This design comes from an exercise in tuning for small area, a short achievable clock period and few clock cycles on the open sky130 flow, not from production work.
Where RTL was checked, it was by simulation tests only, not by an equivalence proof against the original.
No activity file was given, so power comes from the tool's default toggle rates.

==> fjord: inputs <==
// gt06_fsr
module gt06_fsr (
    input  wire       clk,
    input  wire       rst,         
    input  wire       in_valid,
    input  wire [7:0] in_data,
    output wire       in_ready,
    input  wire [6:0] now_yy,
    input  wire [6:0] now_mo,
    input  wire [6:0] now_dd,
    input  wire [6:0] now_hh,
    input  wire [6:0] now_mi,
    input  wire [6:0] now_ss,
    output reg        out_valid,
    output reg  [7:0] out_data,
    output reg        out_last,
    output reg        out_rsp
);
Settings: LEC_CHECK=0, CAP_MARGIN=20, CORE_MARGIN=2, CORE_UTILIZATION=40, SLEW_MARGIN=20; clock period 10.0 ns.
run.sh (not shown) runs the stock make flow with config.mk's settings and CLKGATE_MAP_FILE= SYNTH_SCRIPT=/design/flow/synth_recipe.tcl, a recipe that flattens the netlist after the stock synthesis.
==> inputs of juniper, as changes to fjord <==
--- a/flow/design.v
+++ b/flow/design.v
@@ -12,19 +12,23 @@
     input  wire [6:0] now_ss,
     output reg        out_valid,
     output reg  [7:0] out_data,
     output reg        out_last,
     output reg        out_rsp
 );
-    localparam N  = 264;         
-    localparam M  = 8;           
+    localparam N  = 260;         
+    localparam M  = 10;          
     localparam K  = 4;           
     localparam NW = N / M;
     localparam NR = N / K;
     localparam Q  = 4;           
     localparam QB = 2;           
+    localparam WA = 2;           
+    localparam WB = 13;
+    localparam RA = 5;           
+    localparam RB = 13;
     function [7:0] bcd;
         input [6:0] v;
         begin
             case (v)
                 7'd0: bcd = 8'h00;
                 7'd1: bcd = 8'h01;
@@ -149,18 +153,12 @@
             r = c ^ {8'h00, d};
             for (k = 0; k < 8; k = k + 1)
                 r = r[0] ? ((r >> 1) ^ 16'h8408) : (r >> 1);
             crc_byte = r;
         end
     endfunction
-    function [8:0] inc_n;
-        input [8:0] x;
-        begin
-            inc_n = (x == N - 1) ? 9'd0 : x + 9'd1;
-        end
-    endfunction
     reg        in_ready_r;
     reg        iq_v;
     reg  [7:0] iq_d;
     assign in_ready = in_ready_r;
     wire acc = in_valid & in_ready_r;
     reg [7:0]    wq [0:Q-1];
@@ -198,34 +196,38 @@
             2'b01:   room_ok = acc ? th_le_qm1 : 1'b1;
             default: room_ok = acc ? th_le_qm2 : th_le_qm1;
         endcase
     end
     wire commit = (frame_end && !s_len0) || (iq_v && s_hunt && s_pend5);
     reg [8*N-1:0] ring;
-    reg [8:0]     W;             
-    reg [8:0]     R;             
+    reg [3:0]     wl;            
+    reg [WA-1:0]  wa;
+    reg [WB-1:0]  wb;
+    reg [1:0]     rl;            
+    reg [RA-1:0]  ra;
+    reg [RB-1:0]  rb;
     reg [8:0]     occ;           
     reg           full_r;        
     reg           ne_r;          
-    wire pop = wq_ne && (W % M == 0) && !full_r;
+    wire pop = wq_ne && (wl == 4'd0) && !full_r;
     wire [7:0] wdata = wq[wq_hd];
-    wire ring_ok = (R % K == 0) && ne_r;
+    wire ring_ok = (rl == 2'd0) && ne_r;
     wire rd;                     
     reg [7:0] rd_mux;
     integer j;
     always @(*) begin
         rd_mux = 8'h00;
         for (j = 0; j < NR; j = j + 1)
-            if (R / K == j) rd_mux = rd_mux | ring[8*K*j +: 8];
+            if (ra[j / RB] && rb[j % RB]) rd_mux = rd_mux | ring[8*K*j +: 8];
     end
     genvar g;
     generate
         for (g = 0; g < N; g = g + 1) begin : slot
             if (g % M == 0) begin : wp
                 always @(posedge clk)
-                    ring[8*g +: 8] <= (pop && W / M == g / M) ? wdata
+                    ring[8*g +: 8] <= (pop && wa[g / M / WB] && wb[g / M % WB]) ? wdata
                                     : ring[8*((g+N-1)%N) +: 8];
             end else begin : sh
                 always @(posedge clk)
                     ring[8*g +: 8] <= ring[8*(g-1) +: 8];
             end
         end
@@ -348,12 +350,25 @@
         if (!hold_r)
             tm <= {now_yy, now_mo, now_dd, now_hh, now_mi, now_ss};
         else if (spill_psh)
             tm <= {tm[34:0], 7'd0};
         tmb <= bcd(spill_psh ? tm[34:28] : tm[41:35]);
         if (push) wq[wq_tl] <= push_d;
+        if (iq_v && s_lenm) begin
+            s_cnt   <= {1'b0, iq_d} + 9'd2;
+            s_cnt1  <= 1'b0;
+            s_cnt2  <= (iq_d == 8'h00);
+            s_len0  <= (iq_d == 8'h00);
+            s_first <= 1'b1;
+        end
+        if (iq_v && s_body) begin
+            s_first <= 1'b0;
+            s_cnt   <= s_cnt - 9'd1;
+            s_cnt1  <= s_cnt2;
+            s_cnt2  <= (s_cnt == 9'd3);
+        end
         if (iq_v && s_body && s_first) s_tc <= (iq_d == 8'h8A) && !s_len0;
         q_ring <= i_ring; q_crch <= i_crch; q_crcl <= i_crcl;
         q_last <= i_last; q_rsp <= i_rsp; q_crc <= i_crc & i_v;
         q_init <= i_init & i_v;
         q_len <= i_len; q_pid <= i_pid; q_body <= i_body;
         q_imm <= i_imm; q_fg <= fg;
@@ -375,12 +390,15 @@
         end else if (q_bb) begin
             if (is_s0) s0_r <= rd_q;
             if (cap_s1 || (q_len && rd_q == 8'h02)) s1_r <= rd_q;
             cap_s1 <= is_s0;
         end
         rsp_tc <= n_rsp_tc;
+        ridx   <= n_ridx;
+        if (f_state == FS_H1) fg <= 9'd3;
+        else if (rd && f_state == FS_BODY) fg <= fg + 9'd1;
         if (rst) begin
             in_ready_r <= 1'b1;
             iq_v      <= 1'b0;
             s_hunt    <= 1'b1;
             s_lenm    <= 1'b0;
             s_body    <= 1'b0;
@@ -389,23 +407,25 @@
             spill     <= 6'd0;
             hold_r    <= 1'b0;
             w_ring    <= 1'b0;
             wq_hd     <= 0;
             wq_tl     <= 0;
             wq_th     <= 0;
-            W         <= 9'd0;
-            R         <= N - 1;
+            wl        <= 4'd0;
+            wa        <= 1;
+            wb        <= 1;
+            rl        <= 2'd3;
+            ra        <= 1 << (RA - 1);
+            rb        <= 1 << (RB - 1);
             occ       <= 9'd0;
             full_r    <= 1'b0;
             ne_r      <= 1'b0;
             f_state   <= FS_IDLE;
             fpend     <= 8'd0;
             fp_nz     <= 1'b0;
-            fg        <= 9'd3;
             len5_r    <= 9'd0;
-            ridx      <= 4'd0;
             q_v       <= 1'b0;
             out_valid <= 1'b0;
         end else begin
             iq_v <= acc;
             if (iq_v) begin
                 if (s_hunt) begin
@@ -418,23 +438,14 @@
                         s_prev78 <= b78;
                     end
                 end
                 if (s_lenm) begin
                     s_lenm  <= 1'b0;
                     s_body  <= 1'b1;
-                    s_cnt   <= {1'b0, iq_d} + 9'd2;
-                    s_cnt1  <= 1'b0;
-                    s_cnt2  <= (iq_d == 8'h00);
-                    s_len0  <= (iq_d == 8'h00);
-                    s_first <= 1'b1;
                 end
                 if (s_body) begin
-                    s_first <= 1'b0;
-                    s_cnt   <= s_cnt - 9'd1;
-                    s_cnt1  <= s_cnt2;
-                    s_cnt2  <= (s_cnt == 9'd3);
                     if (s_cnt1) begin
                         s_body  <= 1'b0;
                         s_hunt  <= 1'b1;
                         s_pend5 <= s_len0;
                     end
                 end
@@ -447,26 +458,35 @@
             if (pop)  wq_hd <= (wq_hd == Q - 1) ? 0 : wq_hd + 1;
             if (push && !pop)      wq_th <= {wq_th[Q-2:0], 1'b1};
             else if (pop && !push) wq_th <= {1'b0, wq_th[Q-1:1]};
             in_ready_r <= !(acc && tc_next) && !tc_start &&
                           (!spill_on || (spill[0] && spill_psh)) &&
                           room_ok;
-            W <= pop ? W : inc_n(W);
-            R <= rd  ? R : inc_n(R);
+            if (!pop) begin
+                wl <= (wl == M - 1) ? 4'd0 : wl + 4'd1;
+                if (wl == M - 1) begin
+                    wb <= {wb[WB-2:0], wb[WB-1]};
+                    if (wb[WB-1]) wa <= {wa[WA-2:0], wa[WA-1]};
+                end
+            end
+            if (!rd) begin
+                rl <= rl + 2'd1;
+                if (rl == 2'd3) begin
+                    rb <= {rb[RB-2:0], rb[RB-1]};
+                    if (rb[RB-1]) ra <= {ra[RA-2:0], ra[RA-1]};
+                end
+            end
             if (pop && !rd)      occ <= occ + 9'd1;
             else if (rd && !pop) occ <= occ - 9'd1;
             full_r <= (pop && !rd && occ == N - 1) || (full_r && !rd);
             ne_r   <= pop || (ne_r && !(rd && occ == 9'd1));
             f_state <= nf_state;
             if (commit && !f_start)      fpend <= fpend + 8'd1;
             else if (f_start && !commit) fpend <= fpend - 8'd1;
             if (commit && !f_start)      fp_nz <= 1'b1;
             else if (f_start && !commit) fp_nz <= (fpend != 8'd1);
-            if (f_state == FS_H1) fg <= 9'd3;
-            else if (rd && f_state == FS_BODY) fg <= fg + 9'd1;
-            ridx   <= n_ridx;
             w_ring <= n_w_ring;
             q_v       <= i_v;
             out_valid <= q_v;
         end
     end
 endmodule
==> flow/config.mk (replaced) <==
export PLATFORM = sky130hd
export DESIGN_NAME = gt06_fsr
export DESIGN_NICKNAME = gt06_fsr
export VERILOG_FILES = /design/flow/design.v
export SDC_FILE = /design/flow/constraint.sdc
export NUM_CORES = 4
export LEC_CHECK = 0
export CAP_MARGIN = 20
export CORE_MARGIN = 2
export CORE_UTILIZATION = 60
export CTS_BUF_LIST = sky130_fd_sc_hd__clkbuf_16
export CTS_CLUSTER_DIAMETER = 60
export CTS_CLUSTER_SIZE = 30
export SLEW_MARGIN = 20
==> inputs of raven, as changes to fjord <==
--- a/flow/design.v
+++ b/flow/design.v
@@ -19,12 +19,16 @@
     localparam M  = 8;           
     localparam K  = 4;           
     localparam NW = N / M;
     localparam NR = N / K;
     localparam Q  = 4;           
     localparam QB = 2;           
+    localparam WA = 3;           
+    localparam WB = 11;
+    localparam RA = 11;          
+    localparam RB = 6;
     function [7:0] bcd;
         input [6:0] v;
         begin
             case (v)
                 7'd0: bcd = 8'h00;
                 7'd1: bcd = 8'h01;
@@ -149,18 +153,12 @@
             r = c ^ {8'h00, d};
             for (k = 0; k < 8; k = k + 1)
                 r = r[0] ? ((r >> 1) ^ 16'h8408) : (r >> 1);
             crc_byte = r;
         end
     endfunction
-    function [8:0] inc_n;
-        input [8:0] x;
-        begin
-            inc_n = (x == N - 1) ? 9'd0 : x + 9'd1;
-        end
-    endfunction
     reg        in_ready_r;
     reg        iq_v;
     reg  [7:0] iq_d;
     assign in_ready = in_ready_r;
     wire acc = in_valid & in_ready_r;
     reg [7:0]    wq [0:Q-1];
@@ -198,34 +196,38 @@
             2'b01:   room_ok = acc ? th_le_qm1 : 1'b1;
             default: room_ok = acc ? th_le_qm2 : th_le_qm1;
         endcase
     end
     wire commit = (frame_end && !s_len0) || (iq_v && s_hunt && s_pend5);
     reg [8*N-1:0] ring;
-    reg [8:0]     W;             
-    reg [8:0]     R;             
+    reg [2:0]     wl;            
+    reg [WA-1:0]  wa;
+    reg [WB-1:0]  wb;
+    reg [1:0]     rl;            
+    reg [RA-1:0]  ra;
+    reg [RB-1:0]  rb;
     reg [8:0]     occ;           
     reg           full_r;        
     reg           ne_r;          
-    wire pop = wq_ne && (W % M == 0) && !full_r;
+    wire pop = wq_ne && (wl == 3'd0) && !full_r;
     wire [7:0] wdata = wq[wq_hd];
-    wire ring_ok = (R % K == 0) && ne_r;
+    wire ring_ok = (rl == 2'd0) && ne_r;
     wire rd;                     
     reg [7:0] rd_mux;
     integer j;
     always @(*) begin
         rd_mux = 8'h00;
         for (j = 0; j < NR; j = j + 1)
-            if (R / K == j) rd_mux = rd_mux | ring[8*K*j +: 8];
+            if (ra[j / RB] && rb[j % RB]) rd_mux = rd_mux | ring[8*K*j +: 8];
     end
     genvar g;
     generate
         for (g = 0; g < N; g = g + 1) begin : slot
             if (g % M == 0) begin : wp
                 always @(posedge clk)
-                    ring[8*g +: 8] <= (pop && W / M == g / M) ? wdata
+                    ring[8*g +: 8] <= (pop && wa[g / M / WB] && wb[g / M % WB]) ? wdata
                                     : ring[8*((g+N-1)%N) +: 8];
             end else begin : sh
                 always @(posedge clk)
                     ring[8*g +: 8] <= ring[8*(g-1) +: 8];
             end
         end
@@ -389,14 +391,18 @@
             spill     <= 6'd0;
             hold_r    <= 1'b0;
             w_ring    <= 1'b0;
             wq_hd     <= 0;
             wq_tl     <= 0;
             wq_th     <= 0;
-            W         <= 9'd0;
-            R         <= N - 1;
+            wl        <= 3'd0;
+            wa        <= 1;
+            wb        <= 1;
+            rl        <= 2'd3;
+            ra        <= 1 << (RA - 1);
+            rb        <= 1 << (RB - 1);
             occ       <= 9'd0;
             full_r    <= 1'b0;
             ne_r      <= 1'b0;
             f_state   <= FS_IDLE;
             fpend     <= 8'd0;
             fp_nz     <= 1'b0;
@@ -447,14 +453,26 @@
             if (pop)  wq_hd <= (wq_hd == Q - 1) ? 0 : wq_hd + 1;
             if (push && !pop)      wq_th <= {wq_th[Q-2:0], 1'b1};
             else if (pop && !push) wq_th <= {1'b0, wq_th[Q-1:1]};
             in_ready_r <= !(acc && tc_next) && !tc_start &&
                           (!spill_on || (spill[0] && spill_psh)) &&
                           room_ok;
-            W <= pop ? W : inc_n(W);
-            R <= rd  ? R : inc_n(R);
+            if (!pop) begin
+                wl <= wl + 3'd1;
+                if (wl == 3'd7) begin
+                    wb <= {wb[WB-2:0], wb[WB-1]};
+                    if (wb[WB-1]) wa <= {wa[WA-2:0], wa[WA-1]};
+                end
+            end
+            if (!rd) begin
+                rl <= rl + 2'd1;
+                if (rl == 2'd3) begin
+                    rb <= {rb[RB-2:0], rb[RB-1]};
+                    if (rb[RB-1]) ra <= {ra[RA-2:0], ra[RA-1]};
+                end
+            end
             if (pop && !rd)      occ <= occ + 9'd1;
             else if (rd && !pop) occ <= occ - 9'd1;
             full_r <= (pop && !rd && occ == N - 1) || (full_r && !rd);
             ne_r   <= pop || (ne_r && !(rd && occ == 9'd1));
             f_state <= nf_state;
             if (commit && !f_start)      fpend <= fpend + 8'd1;
==> flow/config.mk (replaced) <==
export PLATFORM = sky130hd
export DESIGN_NAME = gt06_fsr
export DESIGN_NICKNAME = gt06_fsr
export VERILOG_FILES = /design/flow/design.v
export SDC_FILE = /design/flow/constraint.sdc
export NUM_CORES = 4
export LEC_CHECK = 0
export CAP_MARGIN = 20
export CORE_MARGIN = 2
export CORE_UTILIZATION = 60
export CTS_BUF_LIST = sky130_fd_sc_hd__clkbuf_16
export CTS_CLUSTER_DIAMETER = 60
export CTS_CLUSTER_SIZE = 30
export SLEW_MARGIN = 20
==> comparison table <==
| item | raven | fjord | juniper |
|---|---|---|---|
| R2R cell count | 12 | 8 | 7 |
| DR vias/cell | 5.39 | 5.10 | 5.34 |
| Area of the die | 0.106 mm² | 0.162 mm² | 0.105 mm² |
| Detailed-route wire length on metal 1 | 65800 µm | 75900 µm | 64100 µm |
| Fraction of synthesized area in multiplexers | 0.0197 | 0.0452 | 0.0238 |
| Clock slew at reported path FFs | 90 ps | 70 ps | 100 ps |
| Met3 Track Usage GR | 0.0385 | 0.0548 | 0.0416 |
| EDFF count, synth | 106 | 106 | 105 |
| Flip-flop and latch share of the layout cell area | 0.719 | 0.659 | 0.718 |
| Sequential-to-total area share from yosys stat | 0.796 | 0.774 | 0.796 |
| Share of the final layout cell area in multi-input gates | 0.171 | 0.181 | 0.170 |
| Site row count | 118 | 146 | 117 |
| Die height | 326 µm | 402 µm | 324 µm |
| Power Combinational | 243 µW | 653 µW | 306 µW |
| Gate power share | 0.015 | 0.034 | 0.019 |
| Run status | finished clean | finished clean | finished clean |
| Share of the core filled with cells | 0.667 | 0.472 | 0.670 |
| Total number of clock tree sinks | 2420 | 2402 | 2391 |
| Post-synthesis instance area | 0.0622 mm² | 0.0635 mm² | 0.0615 mm² |
| Largest driver fanout on the critical path | 4 | 41 | 4 |
| Number of vias after detailed routing | 33400 | 36200 | 32400 |
| # clk buffers | 141 | 308 | 140 |
| Worst hold slack across all endpoints | 309 ps | 283 ps | 289 ps |
| Worst stage delay on the critical path | 550 ps | 750 ps | 560 ps |
| Half-perimeter wire length after placement | 85600 µm | 116000 µm | 86000 µm |
| Number of multi-input combinational cells | 1977 | 2023 | 1903 |
Testbench counts of fjord, summed over its fixed seeds: cycles 38,185.
Function not checked in juniper and raven: the RTL went through the layout flow alone.

[static timing again, ports no longer ideal]
No port has a modelled driver above. Below, the same layouts with a new extraction and two added sets of constraints.
Step 1: set_driving_cell puts a clkbuf_16 on clk and a buf_2 on each other input, an assumption about the parent block.
Step 2, shift: input delay + t, output delay - t, t = (earliest + latest rising clock arrival at the registers) / 2. This alone moves slack from input paths to output paths.
Three values: no drivers, after step 1, after step 2; two values: the first two.
run	t (ns)	setup slack, ns	slew at the worst register clock pin (ns)	cell pins on the clock port's net
fjord	0.913	6.106 / 6.106 / 6.106	0.07 / 0.07	1
juniper	0.810	6.277 / 6.211 / 6.377	0.11 / 0.11	1
raven	0.822	6.318 / 6.242 / 5.879	0.11 / 0.11	1
After both steps every run listed still meets setup and hold. For raven, which loses most, drivers alone change the setup slack by -0.076 ns; drivers and shift together by -0.439 ns.
